This is an optimization exercise on Yosys and OpenROAD, whose aim is small area, a short achievable clock period and few clock cycles per item, not a production implementation. RTL that was checked went through simulation tests only; none was proved equivalent to the original. For runs 1 and 2, only the layout was checked, not whether the RTL still works. No activity file was given, so power comes from the tool's default toggle rates.

<file path="flow/design.v">
module sio_ctrl (
    input  wire        clk,
    input  wire        rst,           
    input  wire        req_valid,
    output wire        req_ready,
    input  wire [35:0] req_word,      
    output wire        rsp_valid,
    output wire [15:0] rsp_data,
    output wire        rsp_refused,
    output wire [1:0]  rsp_mode,
    output wire [1:0]  rsp_tmode,
    output wire        rsp_sock,
    output wire        ev_valid,
    input  wire        ev_ready,
    output wire [4:0]  ev_kind,
    output wire [47:0] ev_data,
    input  wire        ev_ok,
    input  wire [15:0] ev_rdata
);
    localparam [3:0] OP_WRCNT   = 4'h1,
                     OP_WSIOCNT = 4'h2,
                     OP_WDATA   = 4'h3,
                     OP_RDATA   = 4'h4,
                     OP_WOTHER  = 4'h5,
                     OP_RESET   = 4'h8,
                     OP_SETDRV  = 4'h9,
                     OP_DESTROY = 4'hA;
    localparam [1:0] T_IDLE = 2'd0, T_PARSE = 2'd1, T_SEND = 2'd2, T_RECV = 2'd3;
    localparam CAP_INIT = 0, CAP_DEINIT = 1, CAP_LOAD = 2, CAP_UNLOAD = 3, CAP_WREG = 4;
    localparam [4:0] EV_ATTACH        = 5'd1,
                     EV_INIT          = 5'd2,
                     EV_DEINIT        = 5'd3,
                     EV_LOAD          = 5'd4,
                     EV_UNLOAD        = 5'd5,
                     EV_DRVWR_RCNT    = 5'd6,
                     EV_DRVWR_SIOCNT  = 5'd7,
                     EV_DRVWR_OTHER   = 5'd8,
                     EV_RAISE_IRQ     = 5'd9,
                     EV_LOG_UNSUPP    = 5'd10,
                     EV_LOG_INITFAIL  = 5'd11,
                     EV_SOCK_CONNECT  = 5'd12,
                     EV_SOCK_SEND     = 5'd13,
                     EV_SOCK_SEND_HDR = 5'd14,
                     EV_SOCK_RECV     = 5'd15,
                     EV_SOCK_CLOSE    = 5'd16;
    reg  [1:0]  rc;             
    reg         s12;            
    reg         alive;
    reg  [15:0] drv0, drv1, drv2;
    reg  [4:0]  cap0, cap1, cap2;
    reg  [1:0]  tmode;
    reg  [7:0]  cursor;
    reg  [2:0]  code;           
    reg  [7:0]  b1, b2, b3, b4, b5, b6;
    reg  [15:0] len;
    reg         sock;
    reg  [15:0] sock_h;
    reg         r_valid;
    reg  [15:0] r_aux;
    reg  [15:0] r_data;
    reg  [6:0]  ev_list;        
    reg         r_noev;         
    reg         r_last;         
    reg         r_init;         
    reg         r_fail;         
    reg         r_refused;
    reg         r_conn;         
    reg         r_sd;           
    reg  [2:0]  r_k;            
    reg         r_dnz;          
    reg         r_mop;          
    reg         r_op2;          
    reg         r_des;          
    reg         r_al, r_ah;     
    reg         r_kp;           
    reg         r_k46;          
    reg         r_k7;           
    reg         r_s2, r_s3;     
    reg         r_ff;           
    reg         ev_v;
    reg  [4:0]  ev_k;
    reg  [2:0]  ev_e;           
    reg         ev_udl;         
    reg         ev_udh;         
    reg         ev_us;          
    reg         ev_uh;          
    reg         ev_uc;          
    reg         ev_uv;          
    reg         ev_uo;          
    wire fin  = r_valid & (r_noev | (ev_ready & r_last & (ev_ok | ~r_init)));
    wire xfer = ev_v & ev_ready;
    assign rsp_valid = fin;
    assign req_ready = ~r_valid | fin;
    wire take = req_valid & req_ready;
    assign ev_valid = ev_v;
    assign ev_kind  = ev_k;
    wire [15:0] drv_sel = ({16{ev_e[0]}} & drv0) | ({16{ev_e[1]}} & drv1) | ({16{ev_e[2]}} & drv2);
    assign ev_data[7:0]   = drv_sel[7:0] | ({8{ev_udl}} & r_data[7:0]) | ({8{ev_us}} & sock_h[7:0]) |
                            ({8{ev_uh}} & b2) | {7'h0, ev_uc};
    assign ev_data[15:8]  = drv_sel[15:8] | ({8{ev_udh}} & r_data[15:8]) | ({8{ev_us}} & sock_h[15:8]) |
                            ({8{ev_uh}} & b1);
    assign ev_data[31:16] = ({16{ev_uv}} & r_data) | ({16{ev_uh}} & {b5, b6}) | ({16{ev_uc}} & 16'h7F00);
    assign ev_data[47:32] = ({16{ev_uo}} & r_aux) | ({16{ev_uh}} & {b3, b4}) | ({16{ev_uc}} & 16'd3141);
    wire [15:0] rsp_keep = {{8{r_kp}}, r_k7, {3{r_k46}}, {4{r_kp}}};
    assign rsp_data = ({{8{r_ah}}, {8{r_al}}} & ev_rdata) | (rsp_keep & r_data) |
                      {16{r_ff}} | {12'h0, r_s3, r_s2, 2'b00};
    assign rsp_refused = r_refused;
    assign rsp_mode    = {rc[1], rc[1] ? rc[0] : s12};
    assign rsp_tmode   = tmode;
    assign rsp_sock    = r_conn ? ev_ok : sock;
    wire [3:0]  q_op   = req_word[35:32];
    wire [15:0] q_aux  = req_word[31:16];
    wire [15:0] q_data = req_word[15:0];
    wire [7:0]  q_b    = q_data[7:0];
    wire        commit = r_valid & r_sd & ~r_fail;
    wire [4:0]  ncaps  = r_dnz ? r_aux[8:4] : 5'd0;
    wire [4:0]  f_cap0 = (commit & r_k[0]) ? ncaps : cap0;
    wire [4:0]  f_cap1 = (commit & r_k[1]) ? ncaps : cap1;
    wire [4:0]  f_cap2 = (commit & r_k[2]) ? ncaps : cap2;
    wire        f_sock = (r_valid & r_conn) ? ev_ok : sock;
    wire op1 = (q_op == OP_WRCNT);
    wire op2 = (q_op == OP_WSIOCNT);
    wire op3 = (q_op == OP_WDATA);
    wire op4 = (q_op == OP_RDATA);
    wire op5 = (q_op == OP_WOTHER);
    wire op8 = (q_op == OP_RESET);
    wire op9 = (q_op == OP_SETDRV);
    wire opA = (q_op == OP_DESTROY);
    wire ok  = alive & (op1 | op2 | op3 | op4 | op5 | op8 | op9 | opA);
    wire g1  = alive & op1;
    wire g2  = alive & op2;
    wire g3  = alive & op3;
    wire g4  = alive & op4;
    wire g5  = alive & op5;
    wire g8  = alive & op8;
    wire g9  = alive & op9;
    wire gA  = alive & opA;
    wire [1:0]  mode = {rc[1], rc[1] ? rc[0] : s12};
    wire        a0 = ~rc[1];
    wire        a1 = rc[1] & ~rc[0];
    wire        a2 = rc[1] & rc[0];
    reg  [1:0]  nrc;
    reg         ns12;
    always @* begin
        nrc  = rc;
        ns12 = s12;
        if (g1) nrc = q_data[15:14];
        if (g2) ns12 = q_data[12];
        if (g8) begin nrc = 2'b10; ns12 = 1'b0; end
    end
    wire [1:0]  nmode = {nrc[1], nrc[1] ? nrc[0] : ns12};
    wire        n0 = ~nrc[1];
    wire        n1 = nrc[1] & ~nrc[0];
    wire        n2 = nrc[1] & nrc[0];
    wire        rd = (nmode != mode) | op8;
    wire [4:0]  acap = ({5{a0}} & f_cap0) | ({5{a1}} & f_cap1) | ({5{a2}} & f_cap2);
    wire [4:0]  ncap = ({5{n0}} & f_cap0) | ({5{n1}} & f_cap1) | ({5{n2}} & f_cap2);
    wire        q_norm = ~nmode[1];
    wire        q_mult = (nmode == 2'd2);
    wire        q_clr  = q_norm & q_data[7] & q_data[0];
    wire        q_irq  = q_clr & q_data[14];
    wire        sd_bad = q_aux[2];
    wire        k0 = ~q_aux[1];
    wire        k1 = q_aux[1] & ~q_aux[0];
    wire        k2 = q_aux[1] & q_aux[0];
    wire        k_act = (k0 & a0) | (k1 & a1) | (k2 & a2);
    wire [4:0]  kcap = ({5{k0}} & f_cap0) | ({5{k1}} & f_cap1) | ({5{k2}} & f_cap2);
    wire [4:0]  sd_caps = q_aux[8:4];
    wire        d_nz = |q_data;
    wire        c7    = (|cursor[7:3]) | (&cursor[2:0]);
    wire        c0    = (cursor == 8'd0);
    wire        is_fe = (q_b == 8'hFE);
    wire        disp  = (tmode == T_PARSE) & ~c0 & is_fe;
    wire        d_send = disp & (code == 3'd2) & c7 & f_sock;
    wire        d_recv = disp & (code == 3'd3) & f_sock;
    wire        d_conn = disp & (code == 3'd5) & c7 & ~f_sock;
    wire        d_clos = disp & (code == 3'd6) & f_sock;
    wire        rem_last = ~(|{b6, b5[7:1]});    
    wire        t_send = (tmode == T_SEND);
    wire        t_recv = (tmode == T_RECV);
    reg  [6:0]  q_list;
    always @* begin
        q_list = 7'd0;
        if (g1 | g2 | g8) begin
            q_list[0] = rd & acap[CAP_UNLOAD];
            q_list[1] = rd & ncap[CAP_LOAD];
        end
        if (g1 | g2 | g5)
            q_list[2] = ncap[CAP_WREG];
        if (g2)
            q_list[3] = ~ncap[CAP_WREG] & q_irq;
        if (g3)
            q_list[0] = t_send | d_send | d_conn | d_clos;
        if (g4)
            q_list[0] = t_recv;
        if (g9) begin
            q_list[0] = ~sd_bad & k_act & kcap[CAP_UNLOAD];
            q_list[1] = ~sd_bad & kcap[CAP_DEINIT];
            q_list[2] = ~sd_bad & d_nz;
            q_list[3] = ~sd_bad & d_nz & sd_caps[CAP_INIT];
            q_list[4] = ~sd_bad & d_nz & sd_caps[CAP_INIT] & sd_caps[CAP_DEINIT];
            q_list[5] = sd_bad | (d_nz & sd_caps[CAP_INIT]);
            q_list[6] = ~sd_bad & d_nz & k_act & sd_caps[CAP_LOAD];
        end
        if (gA) begin
            q_list[0] = acap[CAP_UNLOAD];
            q_list[1] = f_cap0[CAP_DEINIT];
            q_list[2] = f_cap1[CAP_DEINIT];
            q_list[3] = f_cap2[CAP_DEINIT];
            q_list[4] = f_sock;
        end
    end
    function [6:0] lowbit;
        input [6:0] l;
        begin
            lowbit = l & ~{l[5:0], 1'b0} & ~{l[4:0], 2'b0} & ~{l[3:0], 3'b0} &
                     ~{l[2:0], 4'b0} & ~{l[1:0], 5'b0} & ~{l[0], 6'b0};
        end
    endfunction
    reg  [4:0] qf_kind;
    reg  [2:0] qf_e;
    reg        qf_udl, qf_udh, qf_us, qf_uh, qf_uc, qf_uv, qf_uo;
    always @* begin
        qf_kind = 5'd0;
        qf_e    = 3'd0;
        qf_udl  = 1'b0; qf_udh = 1'b0; qf_us = 1'b0; qf_uh = 1'b0;
        qf_uc   = 1'b0; qf_uv  = 1'b0; qf_uo = 1'b0;
        case (q_op)
            OP_WRCNT, OP_WSIOCNT, OP_RESET, OP_WOTHER: begin
                if (q_list[0]) begin
                    qf_kind = EV_UNLOAD;
                    qf_e    = {a2, a1, a0};
                end else begin
                    qf_e = {n2, n1, n0};
                    if (q_list[1])
                        qf_kind = EV_LOAD;
                    else if (op2 & ~ncap[CAP_WREG]) begin
                        qf_kind = EV_RAISE_IRQ;
                        qf_e    = 3'd0;
                    end else begin
                        qf_kind = op1 ? EV_DRVWR_RCNT : op2 ? EV_DRVWR_SIOCNT : EV_DRVWR_OTHER;
                        qf_uv   = 1'b1;
                        qf_uo   = op5;
                    end
                end
            end
            OP_WDATA: begin
                if (t_send) begin
                    qf_kind = EV_SOCK_SEND;
                    qf_udl  = 1'b1;
                end else if (code == 3'd2) begin
                    qf_kind = EV_SOCK_SEND_HDR;
                    qf_uh   = 1'b1;
                end else if (code == 3'd5) begin
                    qf_kind = EV_SOCK_CONNECT;
                    qf_uc   = 1'b1;
                end else begin
                    qf_kind = EV_SOCK_CLOSE;
                    qf_us   = 1'b1;
                end
            end
            OP_RDATA: qf_kind = EV_SOCK_RECV;
            OP_SETDRV: begin
                if (q_list[0] | q_list[1]) begin
                    qf_kind = q_list[0] ? EV_UNLOAD : EV_DEINIT;
                    qf_e    = {k2, k1, k0};
                end else if (sd_bad)
                    qf_kind = EV_LOG_UNSUPP;
                else begin
                    qf_kind = EV_ATTACH;
                    qf_udl  = 1'b1;
                    qf_udh  = 1'b1;
                end
            end
            default: begin    
                if (q_list[0]) begin
                    qf_kind = EV_UNLOAD;
                    qf_e    = {a2, a1, a0};
                end else if (q_list[3:1] != 3'd0) begin
                    qf_kind = EV_DEINIT;
                    qf_e    = {q_list[3] & ~q_list[2] & ~q_list[1], q_list[2] & ~q_list[1], q_list[1]};
                end else begin
                    qf_kind = EV_SOCK_CLOSE;
                    qf_us   = 1'b1;
                end
            end
        endcase
    end
    wire [6:0] qf = lowbit(q_list);
    wire [6:0] q_rest = q_list & ~qf;
    wire       qf_last = ~(|q_rest);
    wire [6:0] cur = lowbit(ev_list);
    reg  [6:0] rest;
    always @* begin
        rest = ev_list & ~cur;
        if (r_init) begin
            if (ev_ok) rest[5:4] = 2'b00;
            else       rest[6]   = 1'b0;
        end
    end
    wire [6:0] nx = lowbit(rest);
    wire       nx_init = r_sd & nx[3];
    wire [6:0] nx_rest = rest & ~nx;
    wire       nx_last = nx_init ? ~nx_rest[6] : ~(|nx_rest);
    reg  [4:0] nx_kind;
    reg  [2:0] nx_e;
    reg        nx_ud, nx_us;
    always @* begin
        nx_kind = 5'd0;
        nx_e    = 3'd0;
        nx_ud   = 1'b0;
        nx_us   = 1'b0;
        if (r_mop) begin
            if (nx[1]) begin nx_kind = EV_LOAD; nx_e = {a2, a1, a0}; end
            if (nx[2]) begin nx_kind = r_op2 ? EV_DRVWR_SIOCNT : EV_DRVWR_RCNT; nx_e = {a2, a1, a0}; end
            if (nx[3]) nx_kind = EV_RAISE_IRQ;
        end
        if (r_sd) begin
            if (nx[1]) begin nx_kind = EV_DEINIT; nx_e = r_k; end
            if (nx[2]) begin nx_kind = EV_ATTACH; nx_ud = 1'b1; end
            if (nx[3]) begin nx_kind = EV_INIT;   nx_ud = 1'b1; end
            if (nx[4]) begin nx_kind = EV_DEINIT; nx_ud = 1'b1; end
            if (nx[5]) nx_kind = EV_LOG_INITFAIL;
            if (nx[6]) begin nx_kind = EV_LOAD;   nx_ud = 1'b1; end
        end
        if (r_des) begin
            if (nx[1]) begin nx_kind = EV_DEINIT; nx_e = 3'b001; end
            if (nx[2]) begin nx_kind = EV_DEINIT; nx_e = 3'b010; end
            if (nx[3]) begin nx_kind = EV_DEINIT; nx_e = 3'b100; end
            if (nx[4]) begin nx_kind = EV_SOCK_CLOSE; nx_us = 1'b1; end
        end
    end
    wire [15:0] rem_dec = {b6, b5} - 16'd1;
    always @(posedge clk) begin
        if (rst) begin
            r_valid <= 1'b0;
            ev_v    <= 1'b0;
            r_fail  <= 1'b0;
            r_conn  <= 1'b0;
            r_sd    <= 1'b0;
            rc      <= 2'b10;
            s12     <= 1'b0;
            alive   <= 1'b1;
            cap0    <= 5'd0;
            cap1    <= 5'd0;
            cap2    <= 5'd0;
            tmode   <= T_IDLE;
            len     <= 16'h0;
            sock    <= 1'b0;
        end else begin
            if (fin & r_conn) begin
                sock <= ev_ok;
            end
            if (fin & commit) begin
                if (r_k[0]) cap0 <= ncaps;
                if (r_k[1]) cap1 <= ncaps;
                if (r_k[2]) cap2 <= ncaps;
            end
            if (take) begin
                r_valid <= 1'b1;
                ev_v    <= |q_list;
                r_fail  <= 1'b0;
                r_conn  <= g3 & d_conn;
                r_sd    <= g9 & ~sd_bad;
                rc  <= nrc;
                s12 <= ns12;
                if (gA) begin
                    alive <= 1'b0;
                    sock  <= 1'b0;
                end
                if (g3) begin
                    case (tmode)
                        T_IDLE:  if (q_b == 8'h89) tmode <= T_PARSE;
                        T_PARSE: begin
                            if (c0) begin
                                if (q_b[7:1] == 7'h00 || q_b[7:1] == 7'h7F) tmode <= T_IDLE;
                            end else if (is_fe) begin
                                tmode <= d_send ? T_SEND : d_recv ? T_RECV : T_IDLE;
                                if (d_clos) sock <= 1'b0;
                                if (d_send) len <= {b6, b5};
                            end else if (&cursor)
                                tmode <= T_IDLE;
                        end
                        T_SEND:  if (rem_last) tmode <= T_IDLE;
                        default: ;
                    endcase
                end
                if (g4 & t_recv & rem_last)
                    tmode <= T_IDLE;
            end else if (fin) begin
                r_valid <= 1'b0;
                ev_v    <= 1'b0;
            end else if (xfer) begin
                ev_v <= |rest;
                if (r_init & ~ev_ok)
                    r_fail <= 1'b1;
            end
        end
    end
    always @(posedge clk) begin
        if (fin & r_conn & ev_ok)
            sock_h <= ev_rdata;
        if (fin & commit) begin
            if (r_k[0]) drv0 <= r_data;
            if (r_k[1]) drv1 <= r_data;
            if (r_k[2]) drv2 <= r_data;
        end
        if (take) begin
            r_aux     <= q_aux;
            r_data    <= q_data;
            ev_list   <= q_list;
            r_noev    <= ~(|q_list);
            r_last    <= qf_last;
            r_init    <= 1'b0;
            r_refused <= ~ok;
            r_k       <= {k2, k1, k0};
            r_dnz     <= d_nz;
            r_mop     <= op1 | op2 | op8;
            r_op2     <= op2;
            r_des     <= opA;
            r_al  <= (g2 | g5) & ncap[CAP_WREG] | g4 & t_recv;
            r_ah  <= (g2 | g5) & ncap[CAP_WREG];
            r_kp  <= (g2 | g5) & ~ncap[CAP_WREG];
            r_k46 <= (g2 & ~q_mult | g5) & ~ncap[CAP_WREG];
            r_k7  <= (g2 & ~(q_norm & q_data[0]) | g5) & ~ncap[CAP_WREG];
            r_s2  <= g2 & ~ncap[CAP_WREG] & (q_norm | q_mult);
            r_s3  <= g2 & ~ncap[CAP_WREG] & q_mult;
            r_ff  <= g4 & ~t_recv;
            ev_k   <= qf_kind;
            ev_e   <= qf_e;
            ev_udl <= qf_udl;
            ev_udh <= qf_udh;
            ev_us  <= qf_us;
            ev_uh  <= qf_uh;
            ev_uc  <= qf_uc;
            ev_uv  <= qf_uv;
            ev_uo  <= qf_uo;
        end else if (xfer & ~fin) begin
            ev_list <= rest;
            r_last  <= nx_last;
            r_init  <= nx_init;
            ev_k    <= nx_kind;
            ev_e    <= nx_e;
            ev_udl  <= nx_ud;
            ev_udh  <= nx_ud;
            ev_us   <= nx_us;
            ev_uh   <= 1'b0;
            ev_uc   <= 1'b0;
            ev_uv   <= r_mop & nx[2];
            ev_uo   <= 1'b0;
        end
        if (take & g3) begin
            if (tmode == T_IDLE)
                cursor <= 8'd0;
            else if (tmode == T_PARSE) begin
                if (c0) begin
                    if (q_b[7:3] == 5'd0 && q_b[2:1] != 2'b00) begin
                        code   <= q_b[2:0];
                        cursor <= 8'd1;
                    end
                end else if (~is_fe)
                    cursor <= cursor + 8'd1;
            end
        end
        if (take & g3 & (tmode == T_PARSE) & ~c0 & ~is_fe) begin
            if (cursor == 8'd1) b1 <= q_b;
            if (cursor == 8'd2) b2 <= q_b;
            if (cursor == 8'd3) b3 <= q_b;
            if (cursor == 8'd4) b4 <= q_b;
            if (cursor == 8'd5) b5 <= q_b;
            if (cursor == 8'd6) b6 <= q_b;
        end else if (take & g3 & d_recv)
            {b6, b5} <= len;
        else if (take & ((g3 & t_send) | (g4 & t_recv)))
            {b6, b5} <= rem_dec;
    end
endmodule
</file>
<file path="flow/run.sh">
#!/bin/bash
# synth_recipe.tcl (not shown) runs the flow's synth.tcl, then flattens the netlist and writes it again
# the make line also repeats each setting of config.mk as NAME=value (left out here)
make -C /OpenROAD-flow-scripts/flow DESIGN_CONFIG=/design/flow/config.mk WORK_HOME=/design/flow/orfs CLKGATE_MAP_FILE= SYNTH_SCRIPT=/design/flow/synth_recipe.tcl finish
</file>
<file path="flow/constraint.sdc">
create_clock -name core_clock -period 6.0 [get_ports {clk}]
set_input_delay 1.2000 -clock core_clock [delete_from_list [all_inputs] [get_ports {clk}]]
set_output_delay 1.2000 -clock core_clock [all_outputs]
set_load 0.01 [all_outputs]
</file>
<file path="flow/config.mk">
export PLATFORM = sky130hd
export DESIGN_NAME = sio_ctrl
export DESIGN_NICKNAME = sio_ctrl
export VERILOG_FILES = /design/flow/design.v
export SDC_FILE = /design/flow/constraint.sdc
export NUM_CORES = 4
export LEC_CHECK = 0
export CAP_MARGIN = 20
export CORE_MARGIN = 2
export CORE_UTILIZATION = 40
export PLACE_DENSITY = 0.6
export SETUP_SLACK_MARGIN = 3.0
export SLEW_MARGIN = 20
</file>
==> impl_metrics.tcl, run 1 <==
set metrics [dict create \
    wl_met3_mm 3.39 \
    async_flop_share_pct 0 \
    cts_tree "done" \
    drtAntennaViolNets 0 \
    arrival_ns 3.47 \
    yosys_most_used_dff "edfxtp_1" \
    gp_congestion 0.960 \
    synthSimpleGateAreaFrac_pct 15.4 \
    skew_ns 0.0102 \
    power_leakage_nw 5.94 \
    place.port_buffers 134 \
    synth-adder-area-share_pct 1.06 \
    fillers 2530 \
    num_vias 10241 \
    max_cap_violations 0 \
    grt_overflow 0 \
    min_path_type "flop to flop" \
    die_w_um 176 \
    drt-initial-drc-count 1159 \
    clockRootBuffer "clkbuf_16" \
    worstSetupStartpointType "input port" \
    io_pins 135 \
    clkTransAtPathRegs_ns 0.06 \
    setup_viol 0 \
    area_growth_pct 35.4 \
    ctsHtreeMaxLevel 1 \
    viasPerCell 5.94 \
    final.period_utilization_pct 53.9 \
    path_cells "buf_12 -> mux2i_1 -> nor3_1 -> nor4b_4 -> a2111o_1 -> nand2_8 -> buf_8 -> a211o_1 -> a21oi_2 -> a311oi_2" \
    dieHeight_um 176 \
    die-area_um2 30800 \
    max_freq_ghz 0.309 \
    grt_pass1_wl_mm 61.2 \
    yosysSeqAreaShare_pct 56.7 \
    max-vdd-ir-drop_mv 0.215 \
    slew_headroom_pct 45.0 \
    route.met2.wl_mm 19.2 \
    yosys_warnings 1 \
    rows 62 \
    grt_pass1_vias 9677 \
    grt_max_degree 69 \
    multi_input_area_um2 5400 \
    synth_fp_nets 1169 \
    drc 0 \
    core_um2 28900 \
    dp_slack_ns 1.25 \
    clk_latency_ns 0.53 \
    status "finished clean" \
    synth_edf_count 195 \
    met1Wirelength_mm 17.4 \
    cp_slowest_cell "mux2i_1" \
    synthXorXnorAreaFrac_pct 1.71 \
    required_ns 6.24 \
    place_hpwl_mm 27.5 \
    grt_usage_pct 26.2 \
    firstDrtPassIters 5 \
    syn_avg_cell_area_um2 10.7 \
    fin_ws_ns 2.77 \
    crit_fanout 7 \
    setup_tns_ns 0 \
    routed_wl_mm 41.3 \
    nNetsFinal 1385 \
    power_mw 4.00 \
    synth.distinct_cells 81 \
    ff_latch_area_um2 6680 \
    cts_buffer_depth 3 \
    clock_sinks 236 \
    n_antenna_cell 0 \
    synthMuxAreaShare_pct 2.00 \
    p_per_area_nw_per_um2 251 \
    syn_area_um2 11800 \
    synth_compound_area_share_pct 19.5 \
    drive_gt1_share_pct 28.0 \
    critical_path_class "input port to flop" \
    ys_ff_latch 236 \
    worst_pin_slew_ns 0.803 \
    start_util_pct 40.8 \
    hold_buffers 0 \
    top_layer "met4" \
    r2r_setup_slack_ns 2.84 \
    synthCells 1102 \
    cpPeakStageDelay_ns 0.60 \
    whs_ns 0.449 \
    wire_per_inst_um 24.0 \
    antenna_found_initial 0 \
    period_needed_ns 3.23 \
    synth_top_family_by_area "compound AO/OA/AOI/OAI gates" \
    finalMaxSlewViolations 0 \
    final_hold_viol_count 0 \
    cts_inserted_buffers 27 \
    rsz0062_at_grt "true" \
    critPathCaptureType "flop" \
]
-- flip-flops by register name (all words and copies together) (netlist names), 5 cells and up --
signal,flops
cursor,8
drv1,16
b1,8
b5,8
sock_h,16
drv0,16
b2,8
ev_list,7
r_aux,16
b6,8
b3,8
b4,8
r_data,16
drv2,16
len,16
ev_k,5
-- timing repair --
| action | 4_1_cts | 5_1_grt |
|---|---|---|
| pin swaps | 68 | 50 |
| setup buffers | 86 | 21 |
| cloned | 6 | 0 |
| endpoints found under the setup margin | 276 | 132 |
| resized for setup | 382 | 135 |
-- synthesized netlist by cell type, drive strengths merged (11+ instances only) --
cell / count / area (µm²)
edfxtp: 195 / 5860
nand2: 142 / 533
o21ai: 78 / 390
nor2: 74 / 285
a21oi: 69 / 345
clkbuf: 58 / 219
a22oi: 48 / 360
nand3: 47 / 235
dfxtp: 41 / 821
a221o: 27 / 270
nor3: 27 / 135
inv: 24 / 90.1
a22o: 22 / 193
buf: 19 / 119
mux2i: 19 / 190
and2: 15 / 93.8
xnor2: 14 / 123
or2: 11 / 68.8
-- per-layer routing --
metal  vias to the layer above  track usage, %
met2                       518            42.0
met5                         -               0
met3                        76            4.72
li1                       4634               -
met1                      5013            36.2
met4                         0            8.13
-- cells in the final DEF, fill, tap and decap left out, drive strengths merged, types with 14 or more instances in the layout --
master | Yosys | routed
clkdlybuf4s50 | 0 | 29
a221o | 27 | 27
o21ai | 78 | 78
nand2 | 142 | 143
dlymetal6s2s | 0 | 16
nor2 | 74 | 74
mux2i | 19 | 19
nand3 | 47 | 47
a21oi | 69 | 69
clkbuf | 58 | 58
a22oi | 48 | 48
edfxtp | 195 | 195
and2 | 15 | 15
dfxtp | 41 | 41
xnor2 | 14 | 14
inv | 24 | 26
nor3 | 27 | 27
a22o | 22 | 22
buf | 19 | 181
-- layout make-up --
class	instances	area share, %
Timing Repair Buffer	263	15.6
Tap cell	384	3.01
Clock inverter	8	0.337
Sequential cell	236	41.9
Multi-Input combinational cell	766	33.8
Inverter	24	0.612
Clock buffer	42	4.71
-- stage by stage --
step	instances	instance area, µm²	util [%]
2_1_floorplan	1102	11900	-
3_3_place_gp	1560	13500	46.8
3_5_place_dp	1560	13500	46.8
4_1_cts	1702	15600	54.0
5_1_grt	1723	15900	55.3
6_report	1723	15900	55.3
-- worst max-delay path: cells and delay by family --
family	cells	cell delay [ns]
compound gates	4	0.75
buf+inv	2	0.26
mux	1	0.60
simple gates	3	0.65
-- path summary, 6_finish.rpt --
path | from | to | depth (start not counted)
max | ev_ok | ev_e[1] | 10
min | len[6] | len[6] | 2
max reg2reg | r_valid | ev_e[1] | 10
min reg2reg | len[6] | len[6] | 2
-- power breakdown --
part	internal [mW]	switching, mW
combinational	0.281	0.333
clock	0.864	0.650
sequential	1.82	0.0528
-- kinds of logic after synthesis --
group           count (synthesis)
mux                            23
flops                         236
xor+xnor                       23
buf+inv                       101
compound gates                330
fa+ha+maj                      10
simple gates                  379
==> inputs of run 2 (changes only) <==
==> flow/flow/run.sh (new file) <==
#!/bin/bash
# Standard layout, with the port buffers made from the smallest buffer cell
# (repair_timing and repair_design upsize them where timing needs it).
set -euo pipefail
export BUFFER_PORTS_ARGS="-buffer_cell sky130_fd_sc_hd__buf_1"
bash standard.sh > standard_flow.log 2>&1
==> flow/standard.sh (new file) <==
#!/bin/bash
# synth_recipe.tcl (not shown) runs the flow's synth.tcl, then flattens the netlist and writes it again
# the make line also repeats each setting of config.mk as NAME=value (left out here)
make -C /OpenROAD-flow-scripts/flow DESIGN_CONFIG=/design/flow/config.mk WORK_HOME=/design/flow/orfs CLKGATE_MAP_FILE= SYNTH_SCRIPT=/design/flow/synth_recipe.tcl "${@:-finish}"
--- a/flow/config.mk
+++ b/flow/config.mk
@@ -9,4 +9,5 @@
 export CORE_MARGIN = 2
 export CORE_UTILIZATION = 40
+export CTS_BUF_LIST = sky130_fd_sc_hd__clkbuf_4
 export PLACE_DENSITY = 0.6
 export SETUP_SLACK_MARGIN = 3.0
removed: flow/run.sh
==> run 2 against run 1 <==
- still clean
- combinational power shrank 7.8%
- critical path depth grew 3
- synthesized cell count is the same
- non-clock buffer count shrank 18
- utilization shrank 2.4 points
- cell count grew 3.3%
- flip-flop and latch count is the same
- sequential power is essentially flat
- area after synthesis is the same
- routed wire length shrank 3.6%
- clock skew grew 0.055 ns
- largest power group unchanged
==> impl_metrics.tcl, run 2 <==
set metrics [dict create \
    worstSetupStartpointType "input port" \
    skew_ns 0.0650 \
    setup_tns_ns 0 \
    critical_path_class "input port to flop" \
    required_ns 6.34 \
    die-area_um2 30800 \
    grt_usage_pct 25.4 \
    synthCells 1102 \
    drive_gt1_share_pct 29.1 \
    arrival_ns 3.53 \
    start_util_pct 40.8 \
    antenna_found_initial 1 \
    critPathBufInv 4 \
    p_per_area_nw_per_um2 259 \
    cp_slowest_cell "or3b_4" \
    firstDrtPassIters 5 \
    worst_pin_slew_ns 0.976 \
    synth_fp_nets 1169 \
    place.port_buffers 134 \
    synth.most_common_cell "edfxtp_1" \
    dieHeight_um 176 \
    crit_start "req_word[34]" \
    cts_buffer_depth 3 \
    syn_avg_cell_area_um2 10.7 \
    power_mw 3.95 \
    ff_latch_area_um2 6690 \
    max_freq_ghz 0.314 \
    clkTransAtPathRegs_ns 0.06 \
    syn_area_um2 11800 \
    rows 62 \
    viasPerCell 5.86 \
    final.period_utilization_pct 53.1 \
    ctsHtreeMaxLevel 3 \
    core_um2 28900 \
    finalMaxSlewViolations 0 \
    whs_ns 0.454 \
    clock_sinks 236 \
    synth.distinct_cells 81 \
    setup_viol 0 \
    max_cap_violations 0 \
    crit_fanout 7 \
    placed_cell_area_um2 12600 \
    path_delay_family "compound AO/OA/AOI/OAI gates" \
    place_hpwl_mm 26.2 \
    critPathCaptureType "flop" \
    timing.rr.start "ev_list[0]" \
    area_growth_pct 29.5 \
    drt-initial-drc-count 1153 \
    cts_inserted_buffers 67 \
    synth_edf_count 195 \
    hold_buffers 0 \
    ys_top_cells_by_area "edfxtp_1 50%, dfxtp_1 7.0%, nand2_1 4.5%, o21ai_0 3.3%, a22oi_1 3.1%" \
    min_from "len[15]" \
    status "finished clean" \
    gp_congestion 0.914 \
    yosys_warnings 1 \
    drtAntennaViolNets 0 \
    final_common_cell "edfxtp_1" \
    stdcell_area_um2 15300 \
    routed_wl_mm 39.9 \
    power_leakage_nw 5.45 \
    cpPeakStageDelay_ns 0.47 \
    layout_common_cells "195 x edfxtp_1, 135 x nand2_1, 98 x clkbuf_4, 83 x buf_1, 74 x buf_4" \
    nNetsFinal 1408 \
    rsz0062_at_grt "true" \
    grt_pass1_vias 9941 \
    multi_input_area_um2 5340 \
    ys_ff_latch 236 \
    grt_max_degree 42 \
    slew_headroom_pct 34.4 \
    synthTopCellsByCount "195 x edfxtp_1, 142 x nand2_1, 78 x o21ai_0" \
    max-vdd-ir-drop_mv 0.122 \
    grt_pass1_wl_mm 59.3 \
    drc 0 \
    path_cells "buf_6 -> buf_6 -> or3b_4 -> o32ai_4 -> or2_4 -> o211ai_1 -> o211ai_1 -> buf_4 -> nand2_4 -> buf_4 -> a211o_1 -> a21oi_1 -> a311oi_2" \
    period_needed_ns 3.19 \
    clockRootBuffer "clkbuf_4" \
    yosys_most_used_dff "edfxtp_1" \
    wire_per_inst_um 22.4 \
    yosysSeqAreaShare_pct 56.7 \
    cts_tree "done" \
    synth_top_area_cell "edfxtp_1" \
    io_pins 135 \
    num_vias 10435 \
    final_hold_viol_count 0 \
    grt_overflow 0 \
    fillers 2587 \
    synth_top_area_share_pct 49.7 \
    clk_latency_ns 0.70 \
    die_w_um 176 \
    async_flop_share_pct 0 \
    min_path_type "flop to flop" \
]
==> run 2: cell counts after synthesis <==
No cell type changed its count.
==> run 2: worst register-to-register path: stages (launching register included) <==
cell	delay [ns]
edfxtp_1	0.54
or4_1	0.63
o311ai_1	0.70
nor3b_1	0.17
o211ai_1	0.36
o31ai_4	0.17
a31o_1	0.21
==> run 2: timing repair <==
| action | 4_1_cts | 5_1_grt |
|---|---|---|
| hold endpoints to repair | 0 | 0 |
| pin swaps | 59 | 68 |
| resized for setup | 147 | 77 |
| gates cloned | 8 | 1 |
| buffers inserted | 62 | 27 |
| endpoints found under the setup margin | 199 | 157 |
==> run 2: layout make-up <==
cell class	count	share of cell area [%]
Multi-Input combinational cell	766	35.0
Sequential cell	236	43.8
Inverter	24	0.763
Timing Repair Buffer	245	11.5
Antenna cell	2	0.0328
Clock buffer	98	4.82
Clock inverter	24	0.845
Timing Repair inverter	1	0.0574
Tap cell	384	3.15
==> run 2: power by group <==
part           switching (mW)  total [mW]  internal [mW]
combinational           0.328       0.565          0.238
clock                   0.721        1.52          0.799
sequential             0.0471        1.87           1.82
==> run 2: path summary, 6_finish.rpt <==
path	to	slack (ns)	cells past startpoint
worst min register to register	len[15]	0.45	2
worst min-delay path	len[15]	0.45	2
worst max register to register	ev_udl	2.95	6
worst max-delay path	ev_e[1]	2.81	13
==> run 2: logic make-up (layout without fill, tap and decap cells) <==
kind of cell             count (synthesis)  after routing  synth area share, %
XOR/XNOR                                23             23                 1.71
adder cells (fa/ha/maj)                 10             10                 1.06
AND/OR/NAND/NOR                        379            380                 15.4
other                                    0              2                    0
multiplexers                            23             23                 2.00
buffers and inverters                  101            392                 3.63
AO/OA/AOI/OAI                          330            330                 19.5
flip-flops                             236            236                 56.7
==> run 2: metrics by stage <==
step | cells | util, % | worst slack [ns]
floorplan | 1102 | - | 2.47
global placement | 1558 | 43.8 | 1.35
detailed placement | 1558 | 43.8 | 1.18
CTS | 1750 | 51.1 | 2.81
global route | 1780 | 52.9 | 2.75
finish | 1780 | 52.9 | 2.81
==> run 2: metal layers <==
metal | up-vias | track usage, % | wire length [µm]
met5 | - | 0 | 0
li1 | 4743 | - | -
met3 | 87 | 5.24 | 3420
met4 | 0 | 10.2 | 1510
met2 | 535 | 40.5 | 18500
met1 | 5070 | 33.8 | 16400
==> inputs of run 3 (changes only) <==
--- a/flow/design.v
+++ b/flow/design.v
@@ -172,8 +172,8 @@
     wire        is_fe = (q_b == 8'hFE);
     wire        disp  = (tmode == T_PARSE) & ~c0 & is_fe;
-    wire        d_send = disp & (code == 3'd2) & c7 & f_sock;
-    wire        d_recv = disp & (code == 3'd3) & f_sock;
-    wire        d_conn = disp & (code == 3'd5) & c7 & ~f_sock;
-    wire        d_clos = disp & (code == 3'd6) & f_sock;
+    wire        d_send = disp & (code == 3'd2) & c7 & sock;
+    wire        d_recv = disp & (code == 3'd3) & sock;
+    wire        d_conn = disp & (code == 3'd5) & c7 & ~sock;
+    wire        d_clos = disp & (code == 3'd6) & sock;
     wire        rem_last = ~(|{b6, b5[7:1]});    
     wire        t_send = (tmode == T_SEND);
--- a/flow/config.mk
+++ b/flow/config.mk
@@ -9,5 +9,6 @@
 export CORE_MARGIN = 2
 export CORE_UTILIZATION = 40
-export CTS_BUF_LIST = sky130_fd_sc_hd__clkbuf_4
+export CTS_CLUSTER_DIAMETER = 100
+export CTS_CLUSTER_SIZE = 30
 export PLACE_DENSITY = 0.6
 export SETUP_SLACK_MARGIN = 3.0
==> run 3 against run 2 <==
- global-route usage is 1.4 points lower
- routed wire length shrank 1.9%
- sequential share of layout area is 1.9 points higher
- first-iteration DRC count grew 3.8%
- worst setup slack got worse by 0.22 ns
- combinational power is about 20% lower
- clock-buffer cell count decreased by 81
- final area fell by 4.3%
- power down 17%
- fmax down 6.4%
- critical path type unchanged
- largest cell class unchanged
- largest power group unchanged
==> impl_metrics.tcl, run 3 <==
set metrics [dict create \
    yosys_warnings 1 \
    arrival_ns 3.75 \
    required_ns 6.35 \
    ctsHtreeMaxLevel 1 \
    worstSetupEndpoint "ev_us" \
    dieHeight_um 175 \
    drive_gt1_share_pct 21.2 \
    critPathCaptureType "flop" \
    hold_buffers 0 \
    max-vdd-ir-drop_mv 0.155 \
    synth_edf_count 195 \
    die-area_um2 30700 \
    clkTransAtPathRegs_ns 0.12 \
    clk_latency_ns 0.49 \
    max_freq_ghz 0.294 \
    synth_top_area_share_pct 50.0 \
    firstDrtPassIters 5 \
    critical_path_class "input port to flop" \
    max_cap_violations 0 \
    worst_pin_slew_ns 1.05 \
    crit_fanout 7 \
    synth.distinct_cells 77 \
    crit_start "req_word[34]" \
    ys_top_cells_by_area "edfxtp_1 50%, dfxtp_1 7.0%, nor2_1 3.6%, mux2i_1 3.2%, a22oi_1 3.1%" \
    clockRootBuffer "clkbuf_16" \
    num_vias 9990 \
    clock_sinks 236 \
    stdcell_area_um2 14600 \
    fillers 2590 \
    start_util_pct 40.7 \
    placed_cell_area_um2 12700 \
    place.port_buffers 134 \
    synthCells 1063 \
    min_path_type "flop to flop" \
    place_inst 1523 \
    synth.most_common_cell "edfxtp_1" \
    ys_ff_latch 236 \
    core_um2 28800 \
    drt-initial-drc-count 1197 \
    final_common_cell "edfxtp_1" \
    io_pins 135 \
    syn_area_um2 11700 \
    r2r_setup_slack_ns 2.80 \
    synthTopCellsByCount "195 x edfxtp_1, 111 x nor2_1, 75 x nand2_1" \
    grt_usage_pct 23.9 \
    setup_tns_ns 0 \
    yosysSeqAreaShare_pct 57.0 \
    worstSetupStartpointType "input port" \
    grt_pass1_vias 9205 \
    place_hpwl_mm 25.3 \
    period_needed_ns 3.41 \
    antenna_found_initial 0 \
    cts_tree "done" \
    setup_viol 0 \
    cts_buffer_depth 3 \
    cts_inserted_buffers 12 \
    drtAntennaViolNets 0 \
    finalMaxSlewViolations 0 \
    grt_overflow 0 \
    power_leakage_nw 5.01 \
    final.period_utilization_pct 56.8 \
    slew_headroom_pct 30.0 \
    syn_avg_cell_area_um2 11.0 \
    rsz0062_at_grt "true" \
    async_flop_share_pct 0 \
    routed_wl_mm 39.1 \
    viasPerCell 6.05 \
    gp_congestion 0.923 \
    final_hold_viol_count 0 \
    die_w_um 175 \
    whs_ns 0.514 \
    synth_fp_nets 1130 \
    final_cells 1650 \
    wire_per_inst_um 23.7 \
    timing.rr.start "rc[1]" \
    reg2reg_depth 10 \
    area_growth_pct 24.7 \
    grt_pass1_wl_mm 56.4 \
    power_mw 3.28 \
    grt_max_degree 67 \
    r2r-end "ev_e[2]" \
    yosys_most_used_dff "edfxtp_1" \
    skew_ns 0.0199 \
    rows 62 \
    nNetsFinal 1327 \
    p_per_area_nw_per_um2 224 \
    layout_common_cells "195 x edfxtp_1, 113 x buf_1, 101 x nor2_1, 79 x buf_4, 66 x nand2_1" \
    n_antenna_cell 0 \
    drc 0 \
    synth_top_area_cell "edfxtp_1" \
    status "finished clean" \
]
-- run 3: through the flow --
stage / setup WS (ns) / utilization, %
floorplan: 2.21 / -
global placement: 1.46 / 44.0
detailed placement: 1.38 / 44.0
CTS: 2.68 / 48.4
global route: 2.55 / 50.8
finish: 2.59 / 50.8
-- run 3: how the worst min path moves through the flow --
stage,from,slack (ns),cells past startpoint,end
after floorplan,cap0[1],0.45,2,cap0[1]
after global placement,cap0[1],0.47,2,cap0[1]
after detailed placement,cap0[1],0.49,2,cap0[1]
after CTS,len[15],0.51,2,len[15]
after global routing,len[7],0.54,2,len[7]
final,len[1],0.51,2,len[1]
-- run 3: worst max-delay path, cell delays in order --
cell	delay, ns
buf_12	0.11
or3b_4	0.43
buf_6	0.14
o21ai_4	0.17
a211oi_1	0.12
a211o_1	0.38
o22a_4	0.29
or3_4	0.42
or3_4	0.36
a21oi_2	0.11
-- run 3: logic make-up after synthesis --
kind of cell / share of synthesized area, %
AO/OA/AOI/OAI: 18.1
XOR/XNOR: 1.50
adder cells (fa/ha/maj): 1.24
buffers and inverters: 3.21
flip-flops: 57.0
multiplexers: 3.73
AND/OR/NAND/NOR: 15.2
-- run 3: metal layers --
| layer | vias to the layer above | track usage, % | part of all wire, % |
|---|---|---|---|
| met4 | 0 | 7.78 | 3.7 |
| met5 | - | 0 | 0 |
| met1 | 4880 | 34.1 | 42 |
| li1 | 4480 | - | - |
| met2 | 542 | 37.7 | 46 |
| met3 | 88 | 3.20 | 8.5 |
-- run 3: layout make-up --
class / instances / area (µm²) / area share (%)
clock buffer: 17 / 350 / 2.40
clock inverter: 3 / 37.5 / 0.257
inverter: 20 / 80.1 / 0.548
multi-input combinational: 735 / 5210 / 35.7
sequential: 236 / 6680 / 45.7
tap: 384 / 480 / 3.29
timing repair buffer: 255 / 1770 / 12.1
-- run 3: where the power goes --
part / switching, mW / internal [mW] / total, mW
Sequential: 0.0512 / 1.81 / 1.86
Clock: 0.536 / 0.427 / 0.963
Combinational: 0.267 / 0.186 / 0.453
-- run 3: what timing repair did --
action | in CTS | in global routing
pin swaps | 34 | 36
endpoints found under the setup margin | 159 | 81
gates resized for setup | 96 | 80
buffers inserted | 62 | 39
cloned | 3 | 3
Testbench counts of run 3, summed over its fixed seeds: cycles 26,843, items 25,959.
==> inputs of run 4 (changes only) <==
--- a/flow/config.mk
+++ b/flow/config.mk
@@ -9,7 +9,6 @@
 export CORE_MARGIN = 2
 export CORE_UTILIZATION = 40
-export CTS_CLUSTER_DIAMETER = 100
-export CTS_CLUSTER_SIZE = 30
+export CTS_CLUSTER_SIZE = 20
 export PLACE_DENSITY = 0.6
-export SETUP_SLACK_MARGIN = 3.0
+export SETUP_SLACK_MARGIN = 2.5
 export SLEW_MARGIN = 20
==> run 4 against run 3 <==
- still clean
- non-clock buffer count shrank 86
- clock power increased by about 80%
- power grew 20%
- global-route usage down 0.42 points
- via count shrank 5.4%
- critical endpoint is now ev_e[2]
==> impl_metrics.tcl, run 4 <==
set metrics [dict create \
    status "finished clean" \
    clkTransAtPathRegs_ns 0.06 \
    synth_edf_count 195 \
    synthMuxAreaShare_pct 3.73 \
    grt_usage_pct 23.5 \
    syn_area_um2 11700 \
    place_inst 1526 \
    finalMaxSlewViolations 0 \
    nNetsFinal 1253 \
    place.port_buffers 134 \
    final.period_utilization_pct 57.4 \
    cts_tree "done" \
    fillers 2676 \
    synth_top_family_by_area "compound AO/OA/AOI/OAI gates" \
    synth_top_area_cell "edfxtp_1" \
    area_growth_pct 17.8 \
    period_needed_ns 3.45 \
    final_hold_viol_count 0 \
    min_path_cells 2 \
    viasPerCell 5.94 \
    worst_pin_slew_ns 1.09 \
    wire_per_inst_um 23.3 \
    arrival_ns 3.81 \
    r2r-end "ev_e[1]" \
    power_leakage_nw 4.63 \
    critPathBufInv 1 \
    ctsHtreeMaxLevel 1 \
    ys_top_cells_by_area "edfxtp_1 50%, dfxtp_1 7.0%, nor2_1 3.6%, mux2i_1 3.2%, a22oi_1 3.1%" \
    place_hpwl_mm 26.1 \
    synth.most_common_cell "edfxtp_1" \
    cts_buffer_depth 3 \
    drtAntennaViolNets 0 \
    setup_viol 0 \
    grt_max_degree 49 \
    gp_congestion 0.940 \
    synth_top_area_share_pct 50.0 \
    synthTopCellsByCount "195 x edfxtp_1, 111 x nor2_1, 75 x nand2_1" \
    critical_path_class "input port to flop" \
    layout_common_cells "195 x edfxtp_1, 126 x buf_1, 104 x nor2_1, 70 x nand2_1, 54 x o21ai_0" \
    clockRootBuffer "clkbuf_16" \
    routed_wl_mm 37.1 \
    path_cells "buf_4 -> or3b_4 -> o32a_1 -> nand3_1 -> o211ai_1 -> o22a_2 -> o21a_4 -> or4_1 -> a32oi_1" \
    max_freq_ghz 0.290 \
    min_path_type "flop to flop" \
    grt_pass1_vias 8804 \
    core_um2 28800 \
    p_switching_mw 0.933 \
    skew_ns 0.0168 \
    die-area_um2 30700 \
    drt-initial-drc-count 938 \
    synth-adder-area-share_pct 1.24 \
    synth_fp_nets 1130 \
    required_ns 6.36 \
    start_util_pct 40.7 \
    min_from "cap0[1]" \
    seqPwrFrac_pct 47.9 \
    num_vias 9454 \
    switching_share_pct 23.6 \
    max_cap_violations 0 \
    max-vdd-ir-drop_mv 0.198 \
    slew_headroom_pct 27.2 \
    path_delay_family "compound AO/OA/AOI/OAI gates" \
    drive_gt1_share_pct 11.6 \
    yosys_warnings 1 \
    async_flop_share_pct 0 \
    p_comb_share_pct 8.4 \
    setup_tns_ns 0 \
    drc 0 \
    firstDrtPassIters 5 \
    yosysSeqAreaShare_pct 57.0 \
    r2r_setup_slack_ns 2.77 \
    yosys_most_used_dff "edfxtp_1" \
    final_common_cell "edfxtp_1" \
    p_int_mw 3.01 \
    cpPeakStageDelay_ns 0.52 \
    io_pins 135 \
    power_frac_clock_pct 43.8 \
    final_cells 1591 \
    cts_inserted_buffers 26 \
    rows 62 \
    syn_avg_cell_area_um2 11.0 \
    synthXorXnorAreaFrac_pct 1.50 \
    ff_latch_area_um2 6680 \
    synthSimpleGateAreaFrac_pct 15.2 \
    clk_latency_ns 0.53 \
    critPathCaptureType "flop" \
    timing.rr.start "rc[1]" \
    rsz0062_at_grt "true" \
    synth.distinct_cells 77 \
    cp_slowest_cell "or4_1" \
    dieHeight_um 175 \
    grt_pass1_wl_mm 55.1 \
    antenna_found_initial 0 \
    worstSetupStartpointType "input port" \
    synthCells 1063 \
    ys_ff_latch 236 \
    reg2reg_depth 8 \
    crit_fanout 14 \
    die_w_um 175 \
    clock_sinks 236 \
    grt_overflow 0 \
    p_per_area_nw_per_um2 286 \
    synth_compound_area_share_pct 18.1 \
    hold_end "cap0[1]" \
    multi_input_area_um2 4850 \
]
-- run 4: kinds of logic (layout without fill, tap and decap cells) --
family                   Yosys count  in the layout
AND/OR/NAND/NOR                  361            361
XOR/XNOR                          20             20
AO/OA/AOI/OAI                    297            297
adder cells (fa/ha/maj)           12             12
buffers and inverters             94            237
multiplexers                      43             43
flip-flops                       236            236
other                              0              1
-- run 4: metal layers --
layer	share of wire [%]	vias up	GRT usage [%]
met4	1.8	0	5.17
met5	0	-	0
met3	7.4	58	3.72
li1	-	4331	-
met2	47	410	38.3
met1	44	4655	33.1
-- run 4: power by group through the flow --
stage          sequential (mW)  clock, mW  combinational [mW]
2_1_floorplan             1.87          0               0.219
3_3_place_gp              1.92          0               0.312
3_5_place_dp              1.92          0               0.313
4_1_cts                   1.89       1.74               0.318
5_1_grt                   1.89       1.81               0.355
6_report                  1.89       1.73               0.331
-- run 4: through the flow --
| stage | total power [mW] | utilization, % | area, µm² | setup WS, ns | hold WS [ns] |
|---|---|---|---|---|---|
| floorplan | 2.09 | - | 11800 | 2.21 | 0.454 |
| global placement | 2.23 | 43.7 | 12600 | 1.50 | 0.467 |
| detailed placement | 2.23 | 43.8 | 12600 | 1.45 | 0.481 |
| CTS | 3.95 | 47.3 | 13600 | 2.50 | 0.496 |
| global route | 4.06 | 47.9 | 13800 | 2.47 | 0.517 |
| finish | 3.95 | 47.9 | 13800 | 2.55 | 0.495 |
-- run 4: worst max path at each step --
stage                 start      end  depth (start not counted)
4_1_cts        req_word[32]  ev_e[2]                          9
6_report       req_word[34]  ev_e[2]                          9
5_1_grt        req_word[35]  ev_e[2]                          9
2_1_floorplan  req_word[33]  ev_k[4]                         10
3_3_place_gp   req_word[33]   len[8]                          7
3_5_place_dp   req_word[33]   len[3]                          7
-- run 4: final cells by class --
class | count | share of cell area, %
sequential | 236 | 48.4
multi-input combinational | 733 | 35.1
timing repair buffer | 169 | 5.70
clock buffer | 35 | 5.12
tap | 384 | 3.48
clock inverter | 13 | 1.55
inverter | 20 | 0.563
antenna | 1 | 0.0181
-- run 4: tightest hold or removal path, delay by kind of cell (launching register included) --
kind          cells  cell delay (ns)
flops             1             0.33
mux               1             0.07
simple gates      1             0.07
-- run 4: what timing repair did --
| item | 4_1_cts | 5_1_grt |
|---|---|---|
| buffers inserted | 5 | 11 |
| setup endpoints to repair | 100 | 74 |
| pin swaps | 3 | 13 |
| gates resized for setup | 21 | 31 |
| hold buffers | 0 | 0 |
==> inputs of run 5 (changes only) <==
--- a/flow/config.mk
+++ b/flow/config.mk
@@ -9,5 +9,5 @@
 export CORE_MARGIN = 2
 export CORE_UTILIZATION = 40
-export CTS_CLUSTER_SIZE = 20
+export CTS_BUF_LIST = sky130_fd_sc_hd__clkbuf_8
 export PLACE_DENSITY = 0.6
 export SETUP_SLACK_MARGIN = 2.5
==> run 5 against run 4 <==
- register-to-register slack worse by 0.07 ns
- critical endpoint unchanged
- clock skew rose by 0.013 ns
- sequential share of layout area grew 0.35 points
- still clean
- first-iteration DRC count grew 0.32%
- fmax down 1.9%
- clock-buffer cell count increased by 12
- utilization decreased by 0.35 points
==> impl_metrics.tcl, run 5 <==
set metrics [dict create \
    place_inst 1526 \
    worst_pin_slew_ns 1.09 \
    dieHeight_um 175 \
    hold_buffers 0 \
    skew_ns 0.0294 \
    routed_wl_mm 37.2 \
    use_met2_pct 38.4 \
    firstDrtPassIters 5 \
    critical_path_class "input port to flop" \
    fillers 2686 \
    final_hold_viol_count 0 \
    synth_edf_count 195 \
    critPathBufInv 1 \
    synth_fp_nets 1130 \
    grt_pass1_vias 8891 \
    syn_area_um2 11700 \
    setup_tns_ns 0 \
    ys_ff_latch 236 \
    syn_avg_cell_area_um2 11.0 \
    ys_top_cells_by_area "edfxtp_1 50%, dfxtp_1 7.0%, nor2_1 3.6%, mux2i_1 3.2%, a22oi_1 3.1%" \
    place_hpwl_mm 26.1 \
    synth.distinct_cells 77 \
    io_pins 135 \
    p_per_area_nw_per_um2 270 \
    worst-path-stages 9 \
    arrival_ns 3.91 \
    stdcell_area_um2 13700 \
    clkTransAtPathRegs_ns 0.06 \
    ctsHtreeMaxLevel 2 \
    layout_common_cells "195 x edfxtp_1, 128 x buf_1, 105 x nor2_1, 71 x nand2_1, 54 x o21ai_0" \
    clockRootBuffer "clkbuf_8" \
    area_growth_pct 16.9 \
    yosys_most_used_dff "edfxtp_1" \
    synth.most_common_cell "edfxtp_1" \
    drt-initial-drc-count 941 \
    synthTopCellsByCount "195 x edfxtp_1, 111 x nor2_1, 75 x nand2_1" \
    switching_share_pct 26.8 \
    drive_gt1_share_pct 12.7 \
    yosys_warnings 1 \
    clk_latency_ns 0.56 \
    nNetsFinal 1268 \
    worstSetupStartpointType "input port" \
    required_ns 6.39 \
    start_util_pct 40.7 \
    seqPwrFrac_pct 51.1 \
    status "finished clean" \
    num_vias 9587 \
    grt_usage_pct 23.7 \
    p_switching_mw 0.989 \
    drtAntennaViolNets 0 \
    cts_inserted_buffers 42 \
    p_comb_share_pct 8.9 \
    synth_top_area_share_pct 50.0 \
    grt_util_met1_pct 33.0 \
    viasPerCell 5.93 \
    crit_fanout 21 \
    final_cells 1618 \
    wire_per_inst_um 23.0 \
    setup_viol 0 \
    die-area_um2 30700 \
    place.port_buffers 134 \
    max_freq_ghz 0.285 \
    grt_overflow 0 \
    gp_congestion 0.940 \
    core_um2 28800 \
    grt_max_degree 49 \
    final.period_utilization_pct 58.6 \
    cp_common_cell "or4_1" \
    cts_tree "done" \
    cpPeakStageDelay_ns 0.54 \
    async_flop_share_pct 0 \
    synth_top_area_cell "edfxtp_1" \
    gr-usage-met3_pct 4.07 \
    critPathCaptureType "flop" \
    max_cap_violations 0 \
    die_w_um 175 \
    p_int_mw 2.71 \
    rsz0062_at_grt "true" \
    power_leakage_nw 4.63 \
    finalMaxSlewViolations 0 \
    grt_pass1_wl_mm 55.1 \
    max-vdd-ir-drop_mv 0.137 \
    path_cells "clkbuf_4 -> or3b_2 -> a211oi_4 -> or4_1 -> o211ai_1 -> o22a_2 -> o21a_2 -> or4_1 -> a32oi_1" \
    yosysSeqAreaShare_pct 57.0 \
    antenna_found_initial 0 \
    clock_sinks 236 \
    power_frac_clock_pct 40.0 \
    cts_buffer_depth 3 \
    synthCells 1063 \
    path_delay_family "compound AO/OA/AOI/OAI gates" \
    slew_headroom_pct 27.3 \
    min_path_cells 2 \
    placed_cell_area_um2 12600 \
    final_common_cell "edfxtp_1" \
    period_needed_ns 3.51 \
    grt_busiest_layer "met2" \
    reg2reg_depth 8 \
    cp_slowest_cell "or4_1" \
    min_path_type "flop to flop" \
    drc 0 \
    rows 62 \
]
run 5: cell counts after synthesis:
No cell type changed its count.
run 5: worst reg2reg max path: cells and delay by family, from the launching register on:
kind	cells	cell delay (ns)
AOI/OAI and AO/OA	6	1.51
DFF	1	0.76
muxes	1	0.45
and+or+nand+nor	1	0.40
run 5: metal layers:
layer / vias to the layer above / routed length, µm
met5: - / 0
met4: 0 / 665
met3: 57 / 2660
met2: 420 / 17600
met1: 4728 / 16300
li1: 4382 / -
run 5: cell families after synthesis:
| family | after synthesis | synth area share [%] |
|---|---|---|
| adders and majority gates | 12 | 1.24 |
| and+or+nand+nor | 361 | 15.2 |
| AOI/OAI and AO/OA | 297 | 18.1 |
| muxes | 43 | 3.73 |
| xor gates and xnor gates | 20 | 1.50 |
| buffers and inverters | 94 | 3.21 |
| DFF | 236 | 57.0 |
run 5: final timing paths:
kind | from | end | slack, ns
max reg2reg | rc[1] | ev_e[1] | 2.70
max | req_word[35] | ev_e[2] | 2.49
min | len[1] | len[1] | 0.49
min reg2reg | len[1] | len[1] | 0.49
run 5: area by class of cell:
class,instances,area (µm²),share of cell area [%]
tap,384,480,3.51
inverter,20,77.6,0.567
sequential,236,6680,48.8
timing repair buffer,168,787,5.75
clock buffer,47,647,4.72
clock inverter,29,173,1.26
antenna,1,2.50,0.0183
multi-input combinational,733,4850,35.4
run 5: repair_timing:
item                                    CTS  global route
resized for setup                        16            36
endpoints found under the setup margin   82            77
gates cloned                              0             0
hold endpoints to repair                  0             0
pin swaps                                 3            13
buffers inserted                          6             9
run 5: per-stage QoR:
step	setup WS, ns	hold slack (ns)	power (mW)	utilization (%)
after floorplan	2.21	0.454	2.09	-
after global placement	1.50	0.467	2.23	43.7
after detailed placement	1.45	0.481	2.23	43.8
after CTS	2.49	0.494	3.70	46.9
after global routing	2.42	0.515	3.81	47.6
final	2.49	0.494	3.69	47.6
run 5: power by group through the flow:
stage / registers (mW) / clock network (mW) / logic (mW)
final: 1.89 / 1.48 / 0.330
after global routing: 1.89 / 1.56 / 0.355
after CTS: 1.89 / 1.50 / 0.317
after detailed placement: 1.92 / 0 / 0.313
after global placement: 1.92 / 0 / 0.312
after floorplan: 1.87 / 0 / 0.219
==> inputs of run 6 (changes only) <==
--- a/flow/config.mk
+++ b/flow/config.mk
@@ -8,7 +8,6 @@
 export CAP_MARGIN = 20
 export CORE_MARGIN = 2
-export CORE_UTILIZATION = 40
-export CTS_BUF_LIST = sky130_fd_sc_hd__clkbuf_8
-export PLACE_DENSITY = 0.6
+export CORE_UTILIZATION = 60
+export PLACE_DENSITY = 0.75
 export SETUP_SLACK_MARGIN = 2.5
 export SLEW_MARGIN = 20
==> run 6 against run 5 <==
- sequential share of layout area grew 0.55 points
- cell count decreased by 9.4%
- first-iteration DRC count increased by 23%
- utilization is 22 points higher
- synthesized cell count unchanged
- flip-flop and latch count unchanged
- fmax down 0.72%
- largest power group unchanged
==> impl_metrics.tcl, run 6 <==
set metrics [dict create \
    critPathCaptureType "flop" \
    yosysSeqAreaShare_pct 57.0 \
    clock_sinks 236 \
    ys_top_cells_by_area "edfxtp_1 50%, dfxtp_1 7.0%, nor2_1 3.6%, mux2i_1 3.2%, a22oi_1 3.1%" \
    cpPeakStageDelay_ns 0.43 \
    grt_overflow 0 \
    slew_headroom_pct 28.7 \
    grt_pass1_vias 8768 \
    grt_max_degree 52 \
    wire_per_inst_um 23.8 \
    cp_slowest_cell "a222oi_1" \
    nNetsFinal 1251 \
    max-vdd-ir-drop_mv 0.204 \
    ctsHtreeMaxLevel 1 \
    synthCells 1063 \
    place_inst 1404 \
    grt_pass1_wl_mm 51.3 \
    required_ns 6.37 \
    syn_avg_cell_area_um2 11.0 \
    drt-initial-drc-count 1156 \
    io_pins 135 \
    crit_fanout 21 \
    path_delay_family "simple AND/OR/NAND/NOR gates" \
    r2r_setup_slack_ns 2.69 \
    worstSetupStartpointType "input port" \
    critPathBufInv 3 \
    synth_edf_count 195 \
    worst-path-stages 11 \
    synth_fp_nets 1130 \
    clockRootBuffer "clkbuf_16" \
    synth_top_area_cell "edfxtp_1" \
    grt_usage_pct 32.9 \
    drive_gt1_share_pct 10.7 \
    place.port_buffers 134 \
    antenna_found_initial 0 \
    final_cells 1466 \
    dieHeight_um 144 \
    cts_buffer_depth 3 \
    arrival_ns 3.91 \
    synth.distinct_cells 77 \
    final_common_cell "edfxtp_1" \
    synth_top_area_share_pct 50.0 \
    start_util_pct 60.6 \
    reg2reg_depth 8 \
    power_leakage_nw 4.61 \
    yosys_most_used_dff "edfxtp_1" \
    yosys_warnings 1 \
    core_um2 19300 \
    cts_inserted_buffers 25 \
    drc 0 \
    max_cap_violations 0 \
    gp_congestion 0.982 \
    synth.most_common_cell "edfxtp_1" \
    skew_ns 0.0145 \
    rows 51 \
    final.period_utilization_pct 59.0 \
    place_hpwl_mm 23.8 \
    ys_ff_latch 236 \
    path_cells "buf_4 -> or3b_4 -> buf_12 -> nor3_4 -> nor2_4 -> a222oi_1 -> buf_4 -> o21ai_2 -> or3_4 -> or3_4 -> a21oi_1" \
    rsz0062_at_grt "true" \
    finalMaxSlewViolations 0 \
    syn_area_um2 11700 \
    r2r-end "ev_uv" \
    min_path_type "flop to flop" \
    p_per_area_nw_per_um2 280 \
    worstSetupEndpoint "ev_k[4]" \
    cts_tree "done" \
    crit_start "req_word[33]" \
    whs_ns 0.495 \
    async_flop_share_pct 0 \
    num_vias 9695 \
    setup_viol 0 \
    drtAntennaViolNets 0 \
    fin_util_pct 70.0 \
    critical_path_class "input port to flop" \
    firstDrtPassIters 6 \
    clkTransAtPathRegs_ns 0.07 \
    area_growth_pct 15.6 \
    die-area_um2 20700 \
    layout_common_cells "195 x edfxtp_1, 124 x buf_1, 106 x nor2_1, 73 x nand2_1, 54 x o21ai_0" \
    viasPerCell 6.61 \
    clk_latency_ns 0.53 \
    synthTopCellsByCount "195 x edfxtp_1, 111 x nor2_1, 75 x nand2_1" \
    period_needed_ns 3.54 \
    worst_pin_slew_ns 1.06 \
    max_freq_ghz 0.283 \
    die_w_um 144 \
    routed_wl_mm 34.9 \
    status "finished clean" \
    setup_tns_ns 0 \
    n_antenna_cell 0 \
    final_hold_viol_count 0 \
    timing.rr.start "rc[1]" \
]
## run 6: cell counts after synthesis
No cell type changed its count.
## run 6: worst min-delay path by stage
stage	endpoint	start	depth (start not counted)	slack (ns)
after CTS	cap0[1]	cap0[1]	2	0.50
after detailed placement	cap2[4]	cap2[4]	2	0.49
after global routing	len[12]	len[12]	2	0.52
after floorplan	cap0[1]	cap0[1]	2	0.45
final	len[1]	len[1]	2	0.49
after global placement	cap0[1]	cap0[1]	2	0.47
## run 6: layout make-up
| type | count | area, µm² |
|---|---|---|
| clock buffer | 28 | 637 |
| clock inverter | 16 | 193 |
| fill | 1483 | 5800 |
| inverter | 20 | 75.1 |
| multi-input combinational | 733 | 4820 |
| sequential | 236 | 6680 |
| tap | 265 | 332 |
| timing repair buffer | 168 | 805 |
## run 6: cells by family (layout without fill, tap and decap cells)
kind of cell             Yosys count  count (layout)  share of synthesized area, %
AND/OR/NAND/NOR                  361             361                          15.2
AO/OA/AOI/OAI                    297             297                          18.1
flip-flops                       236             236                          57.0
buffers and inverters             94             232                          3.21
multiplexers                      43              43                          3.73
XOR/XNOR                          20              20                          1.50
adder cells (fa/ha/maj)           12              12                          1.24
## run 6: through the flow
step	total power, mW	setup slack, ns	cell area, µm²
floorplan	2.09	2.21	11800
global placement	2.22	1.59	12400
detailed placement	2.22	1.49	12400
CTS	3.77	2.43	13300
global route	3.89	2.37	13500
finish	3.79	2.46	13500
## run 6: power by group
part	internal, mW	total, mW	switching (mW)
clock network	0.938	1.58	0.646
logic	0.118	0.326	0.208
registers	1.81	1.89	0.0722
## run 6: per-layer routing
| layer | GRT usage (%) | vias to the layer above | wire (µm) | share of wire [%] |
|---|---|---|---|---|
| li1 | - | 4321 | - | - |
| met1 | 46.9 | 4696 | 13900 | 40 |
| met2 | 53.4 | 594 | 16600 | 48 |
| met3 | 3.63 | 84 | 3260 | 9.3 |
| met4 | 10.2 | 0 | 1160 | 3.3 |
| met5 | 0 | - | 0 | 0 |
## run 6: tightest hold or removal path: stages, from the launching register on
cell and delay (ns):
dfxtp_1 0.32, mux2i_1 0.06, nor2_1 0.08
## run 6: repair_timing
item | 4_1_cts | 5_1_grt
gates resized for setup | 20 | 29
setup endpoints to repair | 59 | 72
buffers inserted | 3 | 15
hold buffers | 0 | 0
pin swaps | 2 | 10

==> port drivers added, routing unchanged <==
How much do the figures lean on ideal ports? The routed layouts below were timed once more, with nothing changed but the port constraints.
Step 1 assumes that a clkbuf_16 drives the clock port and a buf_2 every other input.
Step 2 times the ports against the registers' clock, not the clock port: input delays grow and output delays shrink by t, the midpoint of the rising clock arrivals with the driver on.
Slacks: ideal / step 1 / step 2; pairs: ideal / step 1.
| run | shift t [ns] | setup slack, ns | worst setup path at the end | slew at the worst register clock pin (ns) |
|---|---|---|---|---|
| run 1 | 0.576 | 2.765 / 2.769 / 2.193 | input to register | 0.06 / 0.06 |
| run 2 | 0.710 | 2.814 / 2.797 / 2.118 | input to register | 0.08 / 0.08 |
| run 3 | 0.530 | 2.595 / 2.600 / 2.070 | input to register | 0.12 / 0.12 |
| run 4 | 0.573 | 2.554 / 2.545 / 2.010 | input to register | 0.06 / 0.06 |
| run 5 | 0.592 | 2.486 / 2.513 / 1.921 | input to register | 0.07 / 0.07 |
| run 6 | 0.571 | 2.460 / 2.487 / 1.916 | input to register | 0.07 / 0.07 |
After both steps every run listed still meets setup and hold. The setup slack of run 2, which loses most, moves by -0.017 ns with the drivers and by -0.696 ns with both steps.
